From an optimization exercise on the open Yosys and OpenROAD flow, aimed at small area; shortcuts taken in it are not production practice. Only simulation tests tie the RTL to the original design; equivalence was not proved. No driver is modelled on the clock port, so clocking that relies on it looks cheaper here than on a real chip. Power and IR drop assume default switching activity.

==> design/flow/design.v <==
module ps1_sampler (
    input  wire [9:0] sum,
    output wire       ge3,
    output wire       valid
);
    assign ge3   = (sum[9:2] != 8'd0) || (sum[1:0] == 2'd3);
    assign valid = ge3 && (sum != 10'd765);
endmodule
module ps1_weak (
    input  wire       clk,
    input  wire       rst,
    input  wire       wake,
    output wire       adc_start,
    input  wire       adc_busy,
    input  wire [7:0] adc_data,
    output wire       line_drv_low,
    output wire [1:0] status,
    output wire       tx_done_o,
    output wire       sleep
);
    localparam ST_OFF = 2'b00, ST_ACTIVITY = 2'b01, ST_SUCCESS = 2'b10, ST_ERROR = 2'b11;
    localparam SLEEP = 4'd0, LOW = 4'd8;
    reg [3:0] ws;
    reg [4:0] t;
    reg [9:0] acc;
    reg [1:0] stat;
    wire w_line  = ws[3];                   
    wire w_low   = ws[3] && !ws[0];
    wire w_high  = ws[3] && ws[0];
    wire w_sleep = (ws == SLEEP);
    wire w_start = !ws[3] && ws[0] && !(ws[1] && ws[2]);
    wire w_wait  = !ws[3] && !ws[0] && (ws[1] || ws[2]);
    wire w_done  = !ws[3] && ws[0] && ws[1] && ws[2];
    wire t_exp   = (t == 5'd1);
    wire hold    = (stat == ST_ERROR);
    wire acc_ge3, valid;
    wire acc_lt3 = !acc_ge3;
    ps1_sampler u_val (.sum(acc), .ge3(acc_ge3), .valid(valid));
    wire take   = w_wait && !adc_busy;
    wire count  = t_exp && acc_ge3 && (w_low ? hold : stat != ST_SUCCESS) && w_line;
    wire [9:0] addend = take ? {2'b00, adc_data} : count ? {8'hff, hold, 1'b1} : 10'd0;
    wire [9:0] acc_sum = acc + addend;
    wire [4:0] t_step  = {t[3:0], t[4] ^ t[2]};
    reg [3:0] n_ws;
    reg [4:0] n_t;
    reg [9:0] n_acc;
    reg [1:0] n_stat;
    always @(*) begin
        n_ws   = ws;
        n_t    = t_step;
        n_acc  = acc_sum;
        n_stat = stat;
        if (!w_line) begin
            if (ws[0] || (w_sleep ? wake : !adc_busy))
                n_ws = ws + 1'b1;
            if (w_sleep)
                n_acc = 10'd0;
            if (w_done) begin
                if (valid) begin
                    n_t    = 5'd12;   
                    n_stat = ST_ACTIVITY;
                end else begin
                    n_t    = 5'd16;   
                    n_acc  = 10'd551;
                    n_stat = ST_ERROR;
                end
            end
        end else if (w_low) begin
            if (t_exp) begin
                n_t = 5'd16;
                if (!hold)
                    n_ws = ws + 1'b1;   
                else if (acc_lt3)
                    n_ws = SLEEP;
            end
        end else begin   
            if (stat == ST_SUCCESS)
                n_ws = SLEEP;
            else if (t_exp) begin
                n_t = 5'd16;
                if (acc_lt3)
                    n_stat = ST_SUCCESS;
                else
                    n_ws = LOW;
            end
        end
    end
    always @(posedge clk) begin
        if (rst) begin
            ws   <= SLEEP;
            stat <= ST_OFF;
        end else begin
            ws   <= n_ws;
            stat <= n_stat;
        end
        t   <= n_t;
        acc <= n_acc;
    end
    assign adc_start    = w_start;
    assign line_drv_low = w_low;
    assign status       = stat;
    assign tx_done_o    = (stat == ST_SUCCESS);
    assign sleep        = w_sleep;
endmodule
module ps1_master (
    input  wire        clk,
    input  wire        rst,
    input  wire        wake,
    input  wire        line_in,
    output wire        adc_start,
    input  wire        adc_busy,
    input  wire [7:0]  adc_data,
    output wire        charge_en_o,
    output wire        retry_o,
    output wire [1:0]  status,
    output wire [2:0]  dec_state,
    output wire [15:0] edge_count,
    output wire        sleep
);
    localparam ST_OFF = 2'b00, ST_ACTIVITY = 2'b01, ST_SUCCESS = 2'b10, ST_ERROR = 2'b11;
    localparam D_IDLE = 3'd0, D_VERIFY = 3'd1, D_READING = 3'd2, D_TIMEOUT = 3'd3, D_ERROR = 3'd4;
    localparam M_SLEEP = 4'd0, M_SLEEP_SUCC = 4'd14, M_SLEEP_ERR = 4'd15, M_DECODE = 4'd8, M_START = 4'd1;
    localparam [10:0] OVF_INIT = 11'h7ff, OVF_LAST = 11'h22c;
    reg [2:0]  dec_st;
    reg [9:0]  edge_cnt;
    reg [1:0]  idle_cnt;
    reg [10:0] win;
    reg [10:0] ovf_q;
    reg        sync1, sync2, line_p;
    reg        thr_sel;
    reg        charge;
    reg [3:0]  m_st;
    wire [1:0] smp_z = idle_cnt;
    reg        smp_a;
    wire       smp_valid = (smp_z == 2'd3) && !smp_a;
    wire       keep      = (edge_cnt < 10'd232) && !win[10];
    wire d_idle   = (dec_st == D_IDLE);
    wire d_verify = dec_st[0] && !dec_st[1];
    wire d_read   = dec_st[1] && !dec_st[0];
    wire d_tmo    = dec_st[0] && dec_st[1];
    wire d_err    = dec_st[2];
    wire m_sleep  = (m_st == M_SLEEP) || (m_st[3] && m_st[1]);
    wire m_decode = m_st[3] && !m_st[1];
    wire m_done   = !m_st[3] && m_st[0] && m_st[1] && m_st[2];
    wire st_start = !m_st[3] && m_st[0] && !(m_st[1] && m_st[2]);
    wire st_wait  = !m_st[3] && !m_st[0] && (m_st[1] || m_st[2]);
    wire take     = st_wait && !adc_busy;
    wire [7:0]  add_lo  = st_start ? ~edge_cnt[7:0] : st_wait ? (adc_data & {8{~adc_busy}}) : 8'hff;
    wire [10:0] win_sum = win + {{3{~st_wait}}, add_lo} + st_start;
    wire [2:0]  z_sum   = {1'b0, smp_z} + {1'b0, adc_data[1:0]};
    reg [2:0]  n_dec_st;
    reg [9:0]  n_edge_cnt;
    reg [1:0]  n_idle_cnt;
    reg [10:0] n_win;
    reg        n_thr_sel, n_charge;
    reg [3:0]  n_m_st;
    reg        rst_cmd, line_s, fall, win_exp, ovf, idle_inc, b_idle, b_read;
    always @(*) begin
        n_dec_st   = dec_st;
        n_edge_cnt = edge_cnt;
        n_idle_cnt = idle_cnt;
        n_win      = win_sum;
        n_thr_sel  = thr_sel;
        n_charge   = charge;
        n_m_st     = m_st;
        rst_cmd    = 1'b0;
        idle_inc   = 1'b0;
        if (m_sleep) begin
            if (wake) begin
                n_m_st   = M_DECODE;
                rst_cmd  = 1'b1;
            end
        end else if (m_decode) begin
                if (d_err) begin
                    n_charge = 1'b0;
                    n_m_st   = M_SLEEP_ERR;
                end else if (d_tmo) begin
                    n_m_st     = M_START;
                    n_win      = thr_sel ? 11'd18 : 11'd9;
                    n_idle_cnt = 2'd0;
                end
        end else if (!m_done) begin   
            if (st_start || !adc_busy)
                n_m_st = m_st + 1'b1;
        end else begin   
                if (!smp_valid) begin
                    n_charge = 1'b0;
                    n_m_st   = M_SLEEP_ERR;
                end else if (keep) begin
                    n_charge  = 1'b1;
                    n_thr_sel = 1'b1;
                    n_m_st    = M_DECODE;
                    rst_cmd   = 1'b1;
                end else begin
                    n_charge  = 1'b0;
                    n_thr_sel = 1'b0;
                    n_m_st    = M_SLEEP_SUCC;
                end
        end
        line_s  = sync2;
        fall    = line_p && !line_s;
        win_exp = (dec_st[0] ^ dec_st[1]) && (win == 11'd1);
        ovf     = (ovf_q == OVF_LAST);
        if (rst_cmd) begin
            n_dec_st   = D_IDLE;
            n_edge_cnt = 10'd0;
            n_idle_cnt = 2'd0;
        end
        b_idle = rst_cmd || d_idle;
        b_read = !rst_cmd && d_read;
        if (fall && b_idle) begin
            if (win_exp) begin
                n_edge_cnt = 10'd0;
                n_win      = 11'd1048;
                n_dec_st   = D_READING;
            end else begin
                n_win    = 11'd8;
                n_dec_st = D_VERIFY;
            end
        end else if (b_read) begin
            if (fall)
                n_edge_cnt = edge_cnt + 1'b1;
            if (win_exp)
                n_dec_st = line_s ? D_TIMEOUT : D_ERROR;
        end else if (!rst_cmd && d_verify && win_exp) begin
            if (line_s)
                n_dec_st = D_IDLE;
            else begin
                n_edge_cnt = 10'd0;
                n_win      = 11'd1048;
                n_dec_st   = D_READING;
            end
        end
        if (ovf && (b_idle ? !fall : (!rst_cmd && d_verify && win_exp && line_s))) begin
            idle_inc = 1'b1;
            if (idle_cnt[1] && !rst_cmd)
                n_dec_st = D_ERROR;
        end
        if (idle_inc)
            n_idle_cnt = n_idle_cnt + 1'b1;
        if (take)
            n_idle_cnt = (adc_data[7:2] != 6'd0 || z_sum[2]) ? 2'd3 : z_sum[1:0];
    end
    always @(posedge clk) begin
        if (rst) begin
            dec_st   <= D_IDLE;
            edge_cnt <= 10'd0;
            idle_cnt <= 2'd0;
            ovf_q    <= OVF_INIT;
            sync1    <= 1'b1;
            sync2    <= 1'b1;
            line_p   <= 1'b1;
            thr_sel  <= 1'b0;
            charge   <= 1'b0;
            m_st     <= M_SLEEP;
        end else begin
            dec_st   <= n_dec_st;
            edge_cnt <= n_edge_cnt;
            idle_cnt <= n_idle_cnt;
            ovf_q    <= ovf ? OVF_INIT : {ovf_q[9:0], ovf_q[10] ^ ovf_q[8]};
            sync1    <= line_in;
            sync2    <= sync1;
            line_p   <= line_s;
            thr_sel  <= n_thr_sel;
            charge   <= n_charge;
            m_st     <= n_m_st;
        end
        win <= n_win;
        if (m_decode) begin
            smp_a <= 1'b1;
        end else if (take) begin
            smp_a <= smp_a && (adc_data == 8'hff);
        end
    end
    assign adc_start   = st_start;
    assign charge_en_o = charge;
    assign retry_o     = charge;
    assign status      = m_sleep ? {m_st[3], m_st[3] && m_st[0]} : ST_ACTIVITY;
    assign dec_state   = dec_st;
    assign edge_count  = {6'd0, edge_cnt};
    assign sleep       = m_sleep;
endmodule
module ps1_core (
    input  wire        clk,
    input  wire        rst,
    input  wire        wake_w,
    output wire        adc_start_w,
    input  wire        adc_busy_w,
    input  wire [7:0]  adc_data_w,
    output wire        line_drv_low,
    output wire [1:0]  status_w,
    output wire        tx_done_w,
    output wire        sleep_w,
    input  wire        wake_m,
    input  wire        line_in,
    output wire        adc_start_m,
    input  wire        adc_busy_m,
    input  wire [7:0]  adc_data_m,
    output wire        charge_en,
    output wire        retry_m,
    output wire [1:0]  status_m,
    output wire [2:0]  dec_state,
    output wire [15:0] edge_count,
    output wire        sleep_m
);
    ps1_weak u_weak (
        .clk(clk), .rst(rst), .wake(wake_w),
        .adc_start(adc_start_w), .adc_busy(adc_busy_w), .adc_data(adc_data_w),
        .line_drv_low(line_drv_low), .status(status_w), .tx_done_o(tx_done_w),
        .sleep(sleep_w)
    );
    ps1_master u_master (
        .clk(clk), .rst(rst), .wake(wake_m), .line_in(line_in),
        .adc_start(adc_start_m), .adc_busy(adc_busy_m), .adc_data(adc_data_m),
        .charge_en_o(charge_en), .retry_o(retry_m), .status(status_m),
        .dec_state(dec_state), .edge_count(edge_count), .sleep(sleep_m)
    );
endmodule
==> design/flow/flow/run.sh <==
#!/bin/bash
# Layout flow: the standard flow (standard.sh) with these changes:
# - synthesis maps the logic with an area-oriented abc script (area.abc,
#   with a 60-second &deepsyn pass)
#   instead of ORFS's speed script, and leaves adders to abc instead of
#   mapping them to half/full-adder cells first; everything else in the
#   synthesis (flip-flop mapping, flattening, renaming) is the standard flow's own;
# - ports are buffered with sky130_fd_sc_hd__buf_1;
# - clock tree synthesis inserts no dummy loads, and a leaf clock buffer
#   that drives 10 or more flip-flops is then upsized (post_cts.tcl);
# - the constant outputs share synthesis's one tie cell (no tie fan-out
#   repair);
set -euo pipefail
HERE=$PWD
sed -e '/^source .*synth_preamble.tcl/a set abc_args [lreplace $abc_args 1 1 '"$HERE"'/flow/area.abc]' \
    "$FLOW_HOME/scripts/synth.tcl" > "$HERE/synth_area.tcl"
sed -e "s#source \$::env(SCRIPTS_DIR)/synth.tcl#source $HERE/synth_area.tcl#" \
    "$HERE/synth_recipe.tcl" > "$HERE/synth_recipe_area.tcl"
bash standard.sh SYNTH_SCRIPT="$HERE/synth_recipe_area.tcl" ADDER_MAP_FILE= \
    "BUFFER_PORTS_ARGS=-buffer_cell sky130_fd_sc_hd__buf_1" \
    "CTS_ARGS=-sink_clustering_enable -repair_clock_nets -buf_list sky130_fd_sc_hd__clkbuf_4 -dont_use_dummy_load" \
    POST_CTS_TCL="$HERE/flow/post_cts.tcl" SKIP_REPAIR_TIE_FANOUT=1 PRE_GLOBAL_PLACE_TCL="$HERE/flow/pre_gpl.tcl" \
    finish > standard.log 2>&1
==> design/flow/flow/area.abc <==
strash
&get -n
&fraig -x
&put
scorr
dc2
dretime
strash
&get -n
&deepsyn -T 60
&put
strash
&get -n
&dch -f
&nf -R 1000
&put
==> design/flow/flow/post_cts.tcl <==
# Runs at the end of the CTS step. A leaf clock buffer (clkbuf_4) that drives
# 10 or more flip-flops gives them too slow a clock edge; it is swapped for a
# clkbuf_8, and the placement is legalised again.
set upsized 0
foreach inst [get_cells clkbuf_*] {
  if {[get_property $inst ref_name] ne "sky130_fd_sc_hd__clkbuf_4"} { continue }
  set out [get_pins -of_objects $inst -filter "direction==output"]
  set n [llength [get_pins -of_objects [get_nets -of_objects $out] -filter "direction==input"]]
  if {$n >= 10} {
    replace_cell $inst sky130_fd_sc_hd__clkbuf_8
    puts "post_cts: [get_name $inst] drives $n sinks, now clkbuf_8"
    incr upsized
  }
}
if {$upsized > 0} {
  detailed_placement
  check_placement -verbose
}
==> design/flow/flow/pre_gpl.tcl <==
remove_buffers
==> design/flow/standard.sh <==
#!/bin/bash
# synth_recipe.tcl (not shown) runs the flow's synth.tcl, then flattens the netlist and writes it again
# the make line also repeats each setting of config.mk as NAME=value (left out here)
make -C /OpenROAD-flow-scripts/flow DESIGN_CONFIG=/design/flow/config.mk WORK_HOME=/design/flow/orfs CLKGATE_MAP_FILE= SYNTH_SCRIPT=/design/flow/synth_recipe.tcl "${@:-finish}"
==> design/flow/config.mk <==
export PLATFORM = sky130hd
export DESIGN_NAME = ps1_core
export DESIGN_NICKNAME = ps1_core
export VERILOG_FILES = /design/flow/design.v
export SDC_FILE = /design/flow/constraint.sdc
export NUM_CORES = 4
export LEC_CHECK = 0
export CAP_MARGIN = 20
export CORE_MARGIN = 2
export CORE_UTILIZATION = 40
export CTS_BUF_LIST = sky130_fd_sc_hd__clkbuf_4
export GPL_TIMING_DRIVEN = 0
export SLEW_MARGIN = 20
==> design/flow/constraint.sdc <==
create_clock -name core_clock -period 12.0 [get_ports {clk}]
set_input_delay 2.4000 -clock core_clock [delete_from_list [all_inputs] [get_ports {clk}]]
set_output_delay 2.4000 -clock core_clock [all_outputs]
set_load 0.01 [all_outputs]
==> results.txt, run 1 <==
Status
The run finished with no timing, DRC or antenna violations.

Synth
After synthesis the netlist holds a flip-flop and latch count of 68. The number of synthesized flops with an enable pin is 0. The post-synthesis cell type count is 48. The Yosys step of the flow raised 2 warnings. The most used flip-flop cell after synthesis is sky130_fd_sc_hd__dfxtp_1. The post-synth net total is just over 400. Of all flip-flops after synthesis, the portion carrying an async set or reset was 0. The synthesized netlist cell count is between 300 and 400.

Dividing the synthesized area by the synthesized cell count gives between 8 and 9 um^2. The sequential element share of the synthesized area is 0.413. The cell area that synthesis handed to floorplanning was 3300 um^2.

Setup path
The class of the most critical setup path is in -> reg. The number of cells on the worst reg-to-reg path is 21. Of all nets on the critical path, the largest fanout is 9.

The worst path required time is 12280 ps. In this run the register-to-register setup slack is 6660 ps. The worst register-to-register path begins at u_weak.acc[4]. STA puts the critical path data arrival time at about 6600 ps. The type of element capturing the critical path is a register. In this run the critical register-to-register path is captured at u_weak.acc[9]. The worst setup path is launched from an input port.

STA
The worst-margin pin slew is slightly above 1000 ps. The final number of max-transition violations came to 0. Subtracting the final worst setup slack from the clock period gives approximately 6300 ps. After routing, the total negative slack on setup checks comes to 0 ps. Setup violations remaining at the end of the flow were counted as 0. The setup clock skew after layout is 36.3 ps. Setup repair after global routing left no endpoint under its margin. The final-report hold violation count came to 0. Based on the critical path, the design can be clocked at up to ~0.16 GHz. The final worst-path cycle share is 0.527.

Hold is met by 428 ps. The worst pin sits at a relative slew slack of 0.318.

Floorplan
The horizontal die dimension is 94.8 um. Pin placement for this block handled 54 I/O pins. The floorplan step set the die height to approximately 95 um. The initial core utilization is 0.407. After floorplanning, the core was sized to cover ~8100 um^2. The area of the die is 8980 um^2. After floorplanning, the core was divided into 33 placement rows.

Drt
The post-detailed-route via-to-cell ratio is 5.38. The count of routing violations after the opening detailed-route iteration is 180. Wires add up to 7640 um. Summing over every cut layer, the via total after detailed routing is 2924.

The length of the first detailed-routing pass in iterations is 4. The detailed-route DRC error count is 0. The remaining antenna violation count after routing is 0. After detailed routing, the average wire length per cell comes to 14.1 um.

Placed design
Buffers placed on the I/O ports in this run total 47. The final estimated routing congestion in global placement is 0.826. The sum of net half-perimeters after detailed placement is around 5700 um.

The instance count after placement with tap cells included is about 530. The post-detailed-placement cell area is 3540 um^2.

Clock network
The CTS tree is yes. The tree built by TritonCTS fans out to 68 sinks. The clock slew seen by the registers of the worst setup and hold paths is approximately 90 ps. The clock insertion delay at the later pin of the skew report is 410 ps.

Worst hold path
The launch instance of the worst min-delay path is u_master.ovf_q[0]. For hold timing, the worst endpoint is u_master.ovf_q[1]. The instance count along the most critical hold path is 1. The min-delay analysis places its worst path in the category reg -> reg.

Power
Across the VDD grid, the largest voltage drop is 73.0 uV. The reported leakage power is 1.28 nW. The share of power burned in the clock network is 0.180.

Of the total power, the share spent switching nets is 0.343. The cell-internal power is around 0.00039 W. The proportion of power drawn by flip-flops and latches is 0.521.

The share of total power dissipated in combinational logic is 0.299. The power density normalized to cell area is approximately 170 nW/um^2. The net switching power figure is 0.000206 W.

Global route
The overall overflow remaining after global route is 0. The via count of the first global-routing pass was 2737. The global-route wire length before repair is ~13000 um. The number of antenna violations at the first check in global routing came to 0.

Across every metal layer, demand over resource in global routing totals 0.183. Entering global routing, the biggest net connects 24 pins.

Finish
After routing the design area is roughly 3600 um^2. The number of antenna diodes in the final layout is 0. In the final layout, the share of cells above drive strength 1 is 0.0251. The utilization of the core after routing is 0.448. The non-filler instance count after layout is approximately 540. Relative to the synthesized area, the layout overhead comes to 10.1%.

The final layout contains roughly 460 nets.

Run
The number of maximum-capacitance constraint violations is 0.
[stage by stage]
step	power (W)	setup slack, ps
global route	0.000646	5170
finish	0.000601	5670
global placement	0.000490	5240
detailed placement	0.000495	5230
floorplan	0.000453	5890
[cells by family after synthesis]
| group | share of synthesized area |
|---|---|
| flip-flops | 0.413 |
| AND/OR/NAND/NOR | 0.268 |
| XOR/XNOR | 0.0786 |
| adder cells (fa/ha/maj) | 0.0182 |
| multiplexers | 0.00304 |
| buffers and inverters | 0.0285 |
| other | 0.00114 |
| AO/OA/AOI/OAI | 0.190 |
[critical path: stages]
cell	delay, ps
sky130_fd_sc_hd__buf_1	230
sky130_fd_sc_hd__o21ai_0	170
sky130_fd_sc_hd__o31ai_1	160
sky130_fd_sc_hd__o21ai_0	160
sky130_fd_sc_hd__a211oi_1	330
sky130_fd_sc_hd__a21oi_1	90
sky130_fd_sc_hd__and2_0	200
sky130_fd_sc_hd__or3_1	330
sky130_fd_sc_hd__o21a_1	120
sky130_fd_sc_hd__or2_0	240
sky130_fd_sc_hd__o21a_1	140
sky130_fd_sc_hd__maj3_1	360
sky130_fd_sc_hd__nand2b_1	90
sky130_fd_sc_hd__o21ai_0	140
sky130_fd_sc_hd__maj3_1	420
sky130_fd_sc_hd__maj3_1	420
sky130_fd_sc_hd__nor3_1	150
sky130_fd_sc_hd__a21oi_1	80
sky130_fd_sc_hd__nor2_1	130
sky130_fd_sc_hd__xnor2_1	130
sky130_fd_sc_hd__a21oi_1	80
[worst max-delay path by stage]
stage / from / to / slack, ps / cells after the start
floorplan: adc_data_m[0] / u_master.win[10] / 5890 / 21
global placement: adc_busy_m / u_master.win[10] / 5240 / 21
detailed placement: adc_busy_m / u_master.win[10] / 5230 / 21
global route: adc_busy_m / u_master.win[10] / 5170 / 21
finish: adc_busy_m / u_master.win[10] / 5670 / 21
[synth_stat cells, types with 5 or more instances]
cell type | count | share of area
sky130_fd_sc_hd__a211oi_1 | 7 | 0.016
sky130_fd_sc_hd__a21o_1 | 5 | 0.011
sky130_fd_sc_hd__a21oi_1 | 28 | 0.043
sky130_fd_sc_hd__a22oi_1 | 6 | 0.014
sky130_fd_sc_hd__and2_0 | 7 | 0.013
sky130_fd_sc_hd__and3_1 | 8 | 0.015
sky130_fd_sc_hd__buf_4 | 8 | 0.018
sky130_fd_sc_hd__clkinv_1 | 9 | 0.010
sky130_fd_sc_hd__dfxtp_1 | 68 | 0.41
sky130_fd_sc_hd__maj3_1 | 6 | 0.018
sky130_fd_sc_hd__nand2_1 | 27 | 0.031
sky130_fd_sc_hd__nand2b_1 | 23 | 0.044
sky130_fd_sc_hd__nand3_1 | 9 | 0.014
sky130_fd_sc_hd__nand4_1 | 5 | 0.0095
sky130_fd_sc_hd__nor2_1 | 43 | 0.049
sky130_fd_sc_hd__nor2b_1 | 7 | 0.013
sky130_fd_sc_hd__nor3_1 | 15 | 0.023
sky130_fd_sc_hd__nor4_1 | 6 | 0.011
sky130_fd_sc_hd__o21a_1 | 6 | 0.014
sky130_fd_sc_hd__o21ai_0 | 23 | 0.035
sky130_fd_sc_hd__or2_0 | 11 | 0.021
sky130_fd_sc_hd__xnor2_1 | 17 | 0.045
sky130_fd_sc_hd__xor2_1 | 10 | 0.027
[per-layer routing]
layer	wire length (um)	share of wire	vias up	global-route usage
met1	3960	0.52	1343	0.249
met2	3180	0.42	65	0.280
met3	364	0.048	14	0.0359
met5	0	0	-	0
met4	139	0.018	0	0.0797
li1	-	-	1502	-
[state kept, by name, summed over array words and instances (netlist names), 2 cells and up]
signal             count
u_master.dec_st        3
u_master.edge_cnt     10
u_master.idle_cnt      2
u_master.m_st          4
u_master.ovf_q        11
u_master.win          11
u_weak.acc            10
u_weak.stat            2
u_weak.t               5
u_weak.ws              4
[power groups by stage]
stage | registers (W) | logic, W | clock network (W)
detailed placement | 0.000317 | 0.000178 | 0
finish | 0.000313 | 0.000180 | 0.000108
global placement | 0.000316 | 0.000174 | 0
floorplan | 0.000306 | 0.000147 | 0
global route | 0.000320 | 0.000203 | 0.000123
[cell usage in the layout (no fill, tap or decap), types with 7 or more instances in the layout]
master                     Yosys  routed
sky130_fd_sc_hd__xnor2_1      17      17
sky130_fd_sc_hd__a211oi_1      7       7
sky130_fd_sc_hd__and3_1        8       8
sky130_fd_sc_hd__buf_1         0      47
sky130_fd_sc_hd__clkbuf_4      0       8
sky130_fd_sc_hd__a21oi_1      28      28
sky130_fd_sc_hd__nor3_1       15      13
sky130_fd_sc_hd__nor2_1       43      43
sky130_fd_sc_hd__clkinv_1      9       9
sky130_fd_sc_hd__nor2b_1       7       7
sky130_fd_sc_hd__nand3_1       9       9
sky130_fd_sc_hd__dfxtp_1      68      68
sky130_fd_sc_hd__o21ai_0      23      22
sky130_fd_sc_hd__and2_0        7       7
sky130_fd_sc_hd__nand2_1      27      27
sky130_fd_sc_hd__nand2b_1     23      23
sky130_fd_sc_hd__xor2_1       10      10
sky130_fd_sc_hd__or2_0        11      11
[area by class of cell]
class | count | area [um^2]
repair buffers | 47 | 176
fillers | 825 | 4460
well taps | 105 | 131
multi-input cells | 305 | 1850
flip-flops and latches | 68 | 1360
clock buffers | 9 | 73.8
inverters | 9 | 33.8
==> run 2: changes to the inputs <==
--- a/design/flow/design.v
+++ b/design/flow/design.v
@@ -19,9 +19,9 @@
     output wire       sleep
 );
     localparam ST_OFF = 2'b00, ST_ACTIVITY = 2'b01, ST_SUCCESS = 2'b10, ST_ERROR = 2'b11;
-    localparam SLEEP = 4'd0, LOW = 4'd8;
+    localparam SLEEP = 4'd0;
     reg [3:0] ws;
-    reg [4:0] t;
+    reg [2:0] t;
     reg [9:0] acc;
     reg [1:0] stat;
     wire w_line  = ws[3];                   
@@ -31,7 +31,9 @@
     wire w_start = !ws[3] && ws[0] && !(ws[1] && ws[2]);
     wire w_wait  = !ws[3] && !ws[0] && (ws[1] || ws[2]);
     wire w_done  = !ws[3] && ws[0] && ws[1] && ws[2];
-    wire t_exp   = (t == 5'd1);
+    wire [4:0] tm      = {ws[2:1], t};
+    wire [4:0] tm_step = {tm[3:0], tm[4] ^ tm[2]};
+    wire       t_exp   = (tm == 5'd1);
     wire hold    = (stat == ST_ERROR);
     wire acc_ge3, valid;
     wire acc_lt3 = !acc_ge3;
@@ -40,14 +42,13 @@
     wire count  = t_exp && acc_ge3 && (w_low ? hold : stat != ST_SUCCESS) && w_line;
     wire [9:0] addend = take ? {2'b00, adc_data} : count ? {8'hff, hold, 1'b1} : 10'd0;
     wire [9:0] acc_sum = acc + addend;
-    wire [4:0] t_step  = {t[3:0], t[4] ^ t[2]};
     reg [3:0] n_ws;
-    reg [4:0] n_t;
+    reg [2:0] n_t;
     reg [9:0] n_acc;
     reg [1:0] n_stat;
     always @(*) begin
-        n_ws   = ws;
-        n_t    = t_step;
+        n_ws   = w_line ? {1'b1, tm_step[4:3], ws[0]} : ws;
+        n_t    = tm_step[2:0];
         n_acc  = acc_sum;
         n_stat = stat;
         if (!w_line) begin
@@ -57,31 +58,32 @@
                 n_acc = 10'd0;
             if (w_done) begin
                 if (valid) begin
-                    n_t    = 5'd12;   
+                    {n_ws, n_t} = {1'b1, 2'b01, 1'b0, 3'b100};   
                     n_stat = ST_ACTIVITY;
                 end else begin
-                    n_t    = 5'd16;   
+                    {n_ws, n_t} = {1'b1, 2'b10, 1'b0, 3'b000};
                     n_acc  = 10'd551;
                     n_stat = ST_ERROR;
                 end
             end
         end else if (w_low) begin
             if (t_exp) begin
-                n_t = 5'd16;
                 if (!hold)
-                    n_ws = ws + 1'b1;   
+                    {n_ws, n_t} = {1'b1, 2'b10, 1'b1, 3'b000};   
                 else if (acc_lt3)
                     n_ws = SLEEP;
+                else
+                    {n_ws, n_t} = {1'b1, 2'b10, 1'b0, 3'b000};
             end
         end else begin   
             if (stat == ST_SUCCESS)
                 n_ws = SLEEP;
             else if (t_exp) begin
-                n_t = 5'd16;
-                if (acc_lt3)
+                if (acc_lt3) begin
+                    {n_ws, n_t} = {1'b1, 2'b10, 1'b1, 3'b000};
                     n_stat = ST_SUCCESS;
-                else
-                    n_ws = LOW;
+                end else
+                    {n_ws, n_t} = {1'b1, 2'b10, 1'b0, 3'b000};   
             end
         end
     end
==> results.txt, run 2 <==
Status
The run finished with no timing, DRC or antenna violations.

Clock network
The total number of clock tree sinks is 66 (-2.9%). The clock slew seen by the registers of the worst setup and hold paths came to 80 ps (about the same). The CTS tree is yes. The clock insertion delay at the later pin of the skew report is 390 ps (-20 ps).

Drt
The final routed wirelength across all metal layers came to 7670 um (+0.45%). The count of routing violations after the opening detailed-route iteration is 143 (-21%). The remaining antenna violation count after routing is 0 (unchanged). The length of the first detailed-routing pass in iterations is 4 (unchanged).

The detailed-route DRC error count is 0 (unchanged). The average wire length per cell after detail routing is 13.8 um (-1.9%). The post-detailed-route via-to-cell ratio was 5.38 (about the same). The number of vias in the routed layout is 2992 (+2.3%).

Setup path
The signal on the critical path passes through buf_1 -> nor2b_1 -> o211ai_1 -> a221oi_1 -> a31oi_1 -> a21oi_1 -> nor2_1 -> a21o_1 -> or2_0 -> nand2_1 -> a21oi_1 -> maj3_1 -> maj3_1 -> maj3_1 -> or3_1 -> nand2_1 -> nor3_1 -> nor3_1. The number of cells on the worst reg-to-reg path was 17 (-19%). The class of the most critical setup path is in -> reg. The worst path required time is 12310 ps (+30 ps). By instance count, the cell type seen most on the critical path is sky130_fd_sc_hd__maj3_1. The maximum fanout along the worst path is 9 (unchanged).

The data arrival time of the critical path came to 6260 ps (-350 ps). The largest incremental delay on the critical path is 420 ps (about the same). The worst setup path is launched from an input port.

Among all stages on the critical path, the largest delay is contributed by sky130_fd_sc_hd__maj3_1. The startpoint of the lowest-slack register-to-register path is u_master.m_st[1]. STA classifies the critical path endpoint as a register. The endpoint of the most critical register-to-register path is u_master.win[10]. The worst setup slack for register-to-register paths is 7190 ps (+530 ps).

STA
The post-layout minimum cycle time is 5950 ps (-377 ps). The minimum hold slack is 417 ps (-11.1 ps). The final number of max-transition violations is 0 (unchanged). The highest clock frequency the design can meet came to 0.168 GHz (+6.3%). The final worst-path cycle share is 0.496 (-0.0314).

The summed negative setup slack over all endpoints is 0 ps (unchanged). The relative slew slack is 0.394 (+0.0758). Setup repair after global routing left no endpoint under its margin.

The number of endpoints failing setup at the final stage is 0 (unchanged). The setup clock skew after layout was 16.3 ps (-20.0 ps). The final-report hold violation count is 0 (unchanged). The worst-margin pin slew is 900 ps (-123 ps).

Placed design
The final estimated routing congestion in global placement was 0.843 (+2.1%). The count of port buffers added during placement is 47 (unchanged). The sum of net half-perimeters after detailed placement was 5720 um (+1.1%).

Worst hold path
In this run the most critical hold path is launched from u_master.sync1. The instance count along the most critical hold path is 1 (unchanged). The end point of the most critical hold path is u_master.sync2. The worst hold path class is reg -> reg.

Power
The share of total power consumed by net switching is 0.305 (-0.0375). The power density normalized to cell area is 133 nW/um^2 (-20%). The reported leakage power is 1.29 nW (+0.65%). The combinational group share of total power is 0.223 (-0.076). The net switching power figure is 0.000147 W (-29%). The peak supply drop came to 44.1 uV (-40%). The cell-internal power is 0.000335 W (-15%).

The share of power burned in the clock network is 0.221 (+0.041). The proportion of power drawn by flip-flops and latches came to 0.556 (+0.035).

Finish
The number of filler instances in the final layout is 852 (+3.3%). The area added between synthesis and finish is 10.3%. Leaving out fill and tap cells, the most frequent cell in the layout is sky130_fd_sc_hd__dfxtp_1.

The antenna diode count is 0 (unchanged). The largest registers in the layout are u_master.ovf_q (11), u_master.win (11). The share of cells above drive strength 1 is 0.0288 (+0.00371). The net count of the finished layout is 476 (+2.8%). The area occupied by multi-input gates is 1890 um^2 (+2.3%). The storage element area is 1320 um^2 (-2.9%). The top cell types in the final layout, fill and taps aside, are 66 x sky130_fd_sc_hd__dfxtp_1, 46 x sky130_fd_sc_hd__buf_1, 39 x sky130_fd_sc_hd__nand2_1.

Global route
The maximum number of pins on one net before global-route repair is 30 (+25%). The overall overflow remaining after global route is 0 (unchanged). The global-route wire length before repair was 12600 um (-1.4%). The number of antenna violations at the first check in global routing is 0 (unchanged).

The global-route usage over all layers is 0.180 (-0.00280). The via count of the first global-routing pass is 2664 (-2.7%).

Synth
In the post-synthesis netlist, the cell with the most instances is sky130_fd_sc_hd__dfxtp_1. The sequential element share of the synthesized area came to 0.401 (-0.0123). The most used flip-flop cell after synthesis is sky130_fd_sc_hd__dfxtp_1. The cell type contributing the most total cell area after synthesis is sky130_fd_sc_hd__dfxtp_1. The number of synthesized flops with an enable pin was 0 (unchanged). The flip-flop and latch count after synthesis is 66 (-2.9%). The area share of the largest cell type after synthesis is 0.401 (-0.0123). The post-synthesis cell type count is 46 (-4.2%). The post-synth net total was 425 (+2.9%). The average instance area after synthesis is 8.20 um^2 (-2.9%). The post-synthesis instance area was 3300 um^2 (about the same).

The synthesized netlist cell count was 402 (+3.1%). By area the synthesized netlist is led by sky130_fd_sc_hd__dfxtp_1 40%, sky130_fd_sc_hd__xnor2_1 6.1%, sky130_fd_sc_hd__a21oi_1 5.2%. The number of warning messages in the yosys log is 2 (unchanged).

The share of synthesized flip-flops with an asynchronous set or reset was 0 (unchanged). Sorting the synthesized cells by how often they occur yields 66 x sky130_fd_sc_hd__dfxtp_1, 39 x sky130_fd_sc_hd__nand2_1, 37 x sky130_fd_sc_hd__nor2_1, 34 x sky130_fd_sc_hd__a21oi_1, 23 x sky130_fd_sc_hd__xnor2_1.

Floorplan
The count of pins on the block boundary came to 54 (unchanged). The horizontal die dimension is 94.8 um (about the same). The initial core utilization is 0.408 (about the same). The die height is 94.8 um (about the same). The row count is 33 (unchanged). The area of the die came to 8990 um^2 (about the same). The placeable core area is 8090 um^2 (unchanged).

Run
The number of maximum-capacitance constraint violations was 0 (unchanged).
run 2: cell types whose count changed in the layout (fill, tap and decap cells not counted), moves of 5 or more:
| cell | previous run | this run |
|---|---|---|
| sky130_fd_sc_hd__nand2_1 | 27 | 39 |
| sky130_fd_sc_hd__nand2b_1 | 23 | 13 |
| sky130_fd_sc_hd__or3_1 | 1 | 11 |
| sky130_fd_sc_hd__nor2b_1 | 7 | 15 |
| sky130_fd_sc_hd__a211oi_1 | 7 | 1 |
| sky130_fd_sc_hd__a21oi_1 | 28 | 34 |
| sky130_fd_sc_hd__nor2_1 | 43 | 37 |
| sky130_fd_sc_hd__xnor2_1 | 17 | 23 |
| sky130_fd_sc_hd__a22oi_1 | 6 | 1 |
| sky130_fd_sc_hd__o21a_1 | 6 | 1 |
run 2: stage by stage:
stage               instances  worst slack [ps]   util  total power, W  area (um^2)
finish                    556              6050  0.449        0.000482         3640
global route              556              5710  0.449        0.000515         3640
detailed placement        547              5680  0.440        0.000379         3560
global placement          546              5690  0.438        0.000376         3550
floorplan                 402              6210      -        0.000355         3300
run 2: final cells by class:
type | count | share of cell area
repair buffers | 48 | 0.0502
flip-flops and latches | 66 | 0.363
well taps | 105 | 0.0361
clock buffers | 9 | 0.0203
inverters | 9 | 0.00929
multi-input cells | 319 | 0.521
run 2: critical path: cells and delay by family:
family	cells	cell delay, ps
buffers and inverters	1	180
and+or+nand+nor	8	1320
adders and majority gates	3	1230
AOI/OAI and AO/OA	6	1110
run 2: power groups by stage:
stage | registers, W | clock network [W] | logic, W
floorplan | 0.000266 | 0 | 0.0000882
global route | 0.000273 | 0.000120 | 0.000123
detailed placement | 0.000273 | 0 | 0.000107
finish | 0.000268 | 0.000106 | 0.000107
global placement | 0.000272 | 0 | 0.000104
run 2: logic make-up after synthesis:
logic type,share of synthesized area
buffers and inverters,0.0285
other,0.00114
AO/OA/AOI/OAI,0.163
flip-flops,0.401
AND/OR/NAND/NOR,0.306
multiplexers,0.00911
XOR/XNOR,0.0823
adder cells (fa/ha/maj),0.00911
run 2: layer usage:
layer  vias to the layer above  part of all wire  wire, um  GRT usage
met1                      1395              0.50      3830      0.249
li1                       1538                 -         -          -
met2                        49              0.46      3520      0.280
met3                        10             0.027       207     0.0279
met4                         0             0.016       121     0.0737
met5                         -                 0         0          0
run 2: how the worst max path moves through the flow:
stage	slack, ps	depth (start not counted)	startpoint	end
2_1_floorplan	6210	17	adc_data_m[0]	u_master.win[9]
3_3_place_gp	5690	18	adc_data_m[0]	u_master.win[9]
3_5_place_dp	5680	18	adc_data_m[0]	u_master.win[10]
5_1_grt	5710	18	adc_busy_m	u_master.win[10]
6_report	6050	18	adc_busy_m	u_master.win[10]
==> run 3: changes to the inputs <==
--- a/design/flow/design.v
+++ b/design/flow/design.v
@@ -39,8 +39,8 @@
     wire acc_lt3 = !acc_ge3;
     ps1_sampler u_val (.sum(acc), .ge3(acc_ge3), .valid(valid));
     wire take   = w_wait && !adc_busy;
-    wire count  = t_exp && acc_ge3 && (w_low ? hold : stat != ST_SUCCESS) && w_line;
-    wire [9:0] addend = take ? {2'b00, adc_data} : count ? {8'hff, hold, 1'b1} : 10'd0;
+    wire count  = t_exp && acc_ge3 && w_high && stat != ST_SUCCESS;
+    wire [9:0] addend = take ? {2'b00, adc_data} : count ? 10'h3fd : 10'd0;
     wire [9:0] acc_sum = acc + addend;
     reg [3:0] n_ws;
     reg [2:0] n_t;
@@ -62,24 +62,20 @@
                     n_stat = ST_ACTIVITY;
                 end else begin
                     {n_ws, n_t} = {1'b1, 2'b10, 1'b0, 3'b000};
-                    n_acc  = 10'd551;
+                    n_acc  = 10'd822;
                     n_stat = ST_ERROR;
                 end
             end
         end else if (w_low) begin
-            if (t_exp) begin
-                if (!hold)
-                    {n_ws, n_t} = {1'b1, 2'b10, 1'b1, 3'b000};   
-                else if (acc_lt3)
-                    n_ws = SLEEP;
-                else
-                    {n_ws, n_t} = {1'b1, 2'b10, 1'b0, 3'b000};
-            end
+            if (t_exp)
+                {n_ws, n_t} = {1'b1, 2'b10, 1'b1, 3'b000};   
         end else begin   
             if (stat == ST_SUCCESS)
                 n_ws = SLEEP;
             else if (t_exp) begin
-                if (acc_lt3) begin
+                if (acc_lt3 && hold)
+                    n_ws = SLEEP;
+                else if (acc_lt3) begin
                     {n_ws, n_t} = {1'b1, 2'b10, 1'b1, 3'b000};
                     n_stat = ST_SUCCESS;
                 end else
@@ -99,7 +95,7 @@
         acc <= n_acc;
     end
     assign adc_start    = w_start;
-    assign line_drv_low = w_low;
+    assign line_drv_low = w_low || (w_line && hold);
     assign status       = stat;
     assign tx_done_o    = (stat == ST_SUCCESS);
     assign sleep        = w_sleep;
==> results.txt, run 3 <==
Status
The flow ran to the end and the layout has no timing, DRC or antenna violations.

STA
The setup clock skew after layout is 32.3 ps (+16.0 ps). The worst-margin pin slew was 993 ps (+93.0 ps). The final-report hold violation count is 0 (unchanged). The relative slew slack is 0.338 (-0.0556). The worst path setup slack after routing came to 6630 ps (+582 ps). The final number of max-transition violations is 0 (unchanged). The summed negative setup slack over all endpoints is 0 ps (unchanged). The number of endpoints failing setup at the final stage was 0 (unchanged). The post-layout minimum cycle time is 5370 ps (-582 ps). Setup repair after global routing left no endpoint under its margin. The final worst-path cycle share is 0.448 (-0.0485).

The highest clock frequency the design can meet was 0.186 GHz (+11%).

Synth
Ranked by total cell area, the synthesized netlist is headed by sky130_fd_sc_hd__dfxtp_1 41%, sky130_fd_sc_hd__a21oi_1 6.6%, sky130_fd_sc_hd__nand2_1 6.0%. The share of synthesized flip-flops with an asynchronous set or reset came to 0 (unchanged). The post-synthesis cell type count is 44 (-4.3%). The synthesized netlist cell count is 405 (+0.75%). The number of synthesized flops with an enable pin is 0 (unchanged).

The post-synthesis instance area came to 3260 um^2 (-1.3%). The sequential element share of the synthesized area is 0.406 (+0.00508). The flip-flop and latch count after synthesis is 66 (unchanged). The average instance area after synthesis was 8.04 um^2 (-2.0%). The most used flip-flop cell after synthesis is sky130_fd_sc_hd__dfxtp_1. sky130_fd_sc_hd__dfxtp_1 is the most common cell in the netlist. The area share of the largest cell type after synthesis came to 0.406 (+0.00508). The post-synth net total was 428 (+0.71%). Counting instances in the post-synthesis netlist gives the leading cell types as 66 x sky130_fd_sc_hd__dfxtp_1, 52 x sky130_fd_sc_hd__nand2_1, 43 x sky130_fd_sc_hd__a21oi_1, 30 x sky130_fd_sc_hd__o21ai_0, 28 x sky130_fd_sc_hd__nor2_1.

The number of warning messages in the yosys log was 2 (unchanged). The biggest area contributor in the post-synthesis netlist is sky130_fd_sc_hd__dfxtp_1.

Power
The power density normalized to cell area was 202 nW/um^2 (+52%). The peak supply drop is 84.2 uV (+91%). The total power after layout is 0.000723 W (+50%). The reported leakage power is 1.28 nW (-0.72%).

Global route
The number of antenna violations at the first check in global routing is 0 (unchanged). The overall overflow remaining after global route is 0 (unchanged). The global-route wire length before repair is 13100 um (+3.6%).

The via count of the first global-routing pass came to 2775 (+4.2%). The global-route usage over all layers is 0.188 (+0.00830). The maximum number of pins on one net before global-route repair was 24 (-20%).

Placed design
The sum of net half-perimeters after detailed placement is 5800 um (+1.4%). The final estimated routing congestion in global placement was 0.910 (+7.9%). The count of port buffers added during placement is 47 (unchanged). The instance count after placement with tap cells included came to 546 (-0.18%). The post-detailed-placement cell area is 3500 um^2 (-1.6%). The pre-CTS setup slack is 5770 ps (+90.6 ps).

Drt
The detailed-route DRC error count is 0 (unchanged). The final routed wirelength across all metal layers was 7800 um (+1.6%). The average wire length per cell after detail routing came to 14.0 um (+1.8%). The remaining antenna violation count after routing is 0 (unchanged). The post-detailed-route via-to-cell ratio came to 5.39 (+0.11%).

The count of routing violations after the opening detailed-route iteration is 119 (-17%). The routed wire length on met2 came to 3480 um (-1.1%). The number of vias in the routed layout is 2990 (-0.067%).

The routed length on met3 was 485 um (+130%). The routed metal-1 wirelength came to 3750 um (-2.0%). The length of the first detailed-routing pass in iterations is 4 (unchanged). Signal routing reaches up to met4.

Setup path
STA classifies the critical path startpoint as an input port. The maximum fanout along the worst path is 11 (+2). STA classifies the critical path endpoint as a register. The source of the critical timing path is adc_busy_w.

The number of cells on the worst reg-to-reg path is 17 (unchanged). The endpoint of the most critical register-to-register path is u_weak.acc[9]. In this run the worst setup path terminates at u_weak.acc[9]. The worst setup slack for register-to-register paths came to 7630 ps (+440 ps). The data arrival time of the critical path came to 5630 ps (-630 ps). The class of the most critical setup path is in -> reg. The worst path required time is 12260 ps (-50 ps). The startpoint identified for the worst register-to-register timing path is u_weak.ws[1].

Clock network
The clock insertion delay at the later pin of the skew report came to 400 ps (about the same). The total number of clock tree sinks is 66 (unchanged). The CTS tree is yes. The clock slew seen by the registers of the worst setup and hold paths was 90 ps (about the same).

Floorplan
The initial core utilization was 0.417 (+0.00960). The placeable core area is 7810 um^2 (-3.5%). The row count came to 32 (-3.0%). The count of pins on the block boundary is 54 (unchanged).

The horizontal die dimension is 94.2 um (-0.60%). The area of the die was 8880 um^2 (-1.2%). The die height was 94.2 um (-0.60%).

Run
The number of maximum-capacitance constraint violations is 0 (unchanged).

Finish
The share of cells above drive strength 1 is 0.0221 (-0.00675). The area of all placed cells without fillers is 3590 um^2 (-1.4%). The number of filler instances in the final layout is 818 (-4.0%).

The top cell types in the final layout, fill and taps aside, are 66 x sky130_fd_sc_hd__dfxtp_1, 52 x sky130_fd_sc_hd__nand2_1, 47 x sky130_fd_sc_hd__buf_1. The antenna diode count is 0 (unchanged). The net count of the finished layout is 478 (+0.42%). The non-filler instance count after layout is 555 (-0.18%).

The area added between synthesis and finish is 10.1%. In the final layout, the registers with the most flip-flops are u_master.ovf_q (11), u_master.win (11). The most common library cell in the layout ignoring fill and taps is sky130_fd_sc_hd__dfxtp_1.

Worst hold path
The worst hold path belongs to the class reg -> reg.
[run 3: changes by cell type after synthesis, moves of 5 or more]
cell,change
sky130_fd_sc_hd__a211oi_1,+5
sky130_fd_sc_hd__or3_1,-8
sky130_fd_sc_hd__nand2_1,+13
sky130_fd_sc_hd__o21ai_0,+10
sky130_fd_sc_hd__a21oi_1,+9
sky130_fd_sc_hd__nor2b_1,-8
sky130_fd_sc_hd__nor2_1,-9
[run 3: cell type report]
| class | count | area [um^2] | share of cell area |
|---|---|---|---|
| Inverter | 11 | 41.3 | 0.0115 |
| Multi-Input combinational cell | 320 | 1840 | 0.513 |
| Tap cell | 102 | 128 | 0.0356 |
| Clock buffer | 9 | 80.1 | 0.0223 |
| Sequential cell | 66 | 1320 | 0.368 |
| Timing Repair Buffer | 47 | 176 | 0.0492 |
[run 3: stage by stage]
| stage | hold WS, ps | util |
|---|---|---|
| 3_5_place_dp | 422 | 0.448 |
| 5_1_grt | 452 | 0.459 |
| 3_3_place_gp | 416 | 0.448 |
| 2_1_floorplan | 391 | - |
| 6_report | 427 | 0.459 |
[run 3: critical path, cell delays in order]
cell	delay [ps]
sky130_fd_sc_hd__buf_1	80
sky130_fd_sc_hd__nor3_2	490
sky130_fd_sc_hd__a21oi_1	210
sky130_fd_sc_hd__xnor2_1	170
sky130_fd_sc_hd__and2_0	170
sky130_fd_sc_hd__o21ai_0	220
sky130_fd_sc_hd__o21ai_0	190
sky130_fd_sc_hd__maj3_1	420
sky130_fd_sc_hd__maj3_1	380
sky130_fd_sc_hd__nand2_1	90
sky130_fd_sc_hd__o21ai_0	170
sky130_fd_sc_hd__o21ai_0	190
sky130_fd_sc_hd__nand2_1	110
sky130_fd_sc_hd__nor2_1	140
sky130_fd_sc_hd__xnor2_1	120
sky130_fd_sc_hd__o21ai_0	80
[run 3: worst min-delay path by stage]
stage / start / to / cells after the start
5_1_grt: u_master.ovf_q[3] / u_master.ovf_q[4] / 1
3_5_place_dp: u_master.ovf_q[4] / u_master.ovf_q[5] / 1
2_1_floorplan: u_master.sync1 / u_master.sync2 / 1
6_report: u_master.ovf_q[3] / u_master.ovf_q[4] / 1
3_3_place_gp: u_master.ovf_q[7] / u_master.ovf_q[8] / 1
[run 3: power breakdown]
part           switching, W  leakage (nW)  internal, W  total [W]
Combinational      0.000174         0.695     0.000134   0.000308
Clock             0.0000690        0.0466    0.0000418   0.000111
Sequential        0.0000416         0.542     0.000263   0.000304
[run 3: cell families after synthesis]
family	count (synthesis)	synth area share
muxes	1	0.00307
DFF	66	0.406
buffers and inverters	19	0.0311
adders and majority gates	3	0.00922
other	1	0.00115
and+or+nand+nor	174	0.270
xor gates and xnor gates	27	0.0726
AOI/OAI and AO/OA	114	0.207
[run 3: per-layer routing]
layer	global-route usage	vias to the layer above
met5	0	-
met4	0.0568	0
met3	0.0594	10
met2	0.300	80
met1	0.243	1358
li1	-	1542

==> separate check: timing with driven ports <==
The results above use ideal ports. As a check the final layouts listed here were re-extracted and re-timed, cells and wires unchanged.
Step 1 assumes that a clkbuf_16 drives the clock port and a buf_2 every other input.
Step 2 moves the port delays by t, midway between the first and last clock arrival at a register: inputs arrive t later, outputs are due t later. That takes back most of the time a late clock gives input paths.
Slacks: ideal ports / drivers / drivers and shift; pairs: ideal ports / drivers.
| run | t, ns | setup slack, ns | clock arrival spread, ns | cell pins on the clock port's net |
|---|---|---|---|---|
| run 1 | 0.425 | 5.670 / 5.674 / 5.249 | 0.036 / 0.036 | 1 |
| run 2 | 0.419 | 6.047 / 6.058 / 5.638 | 0.026 / 0.027 | 1 |
| run 3 | 0.415 | 6.630 / 6.638 / 6.223 | 0.032 / 0.032 | 1 |
After both steps setup and hold are still met in every run listed. The setup slack of run 1, which loses most, moves by +0.004 ns with the drivers and by -0.421 ns with both steps.
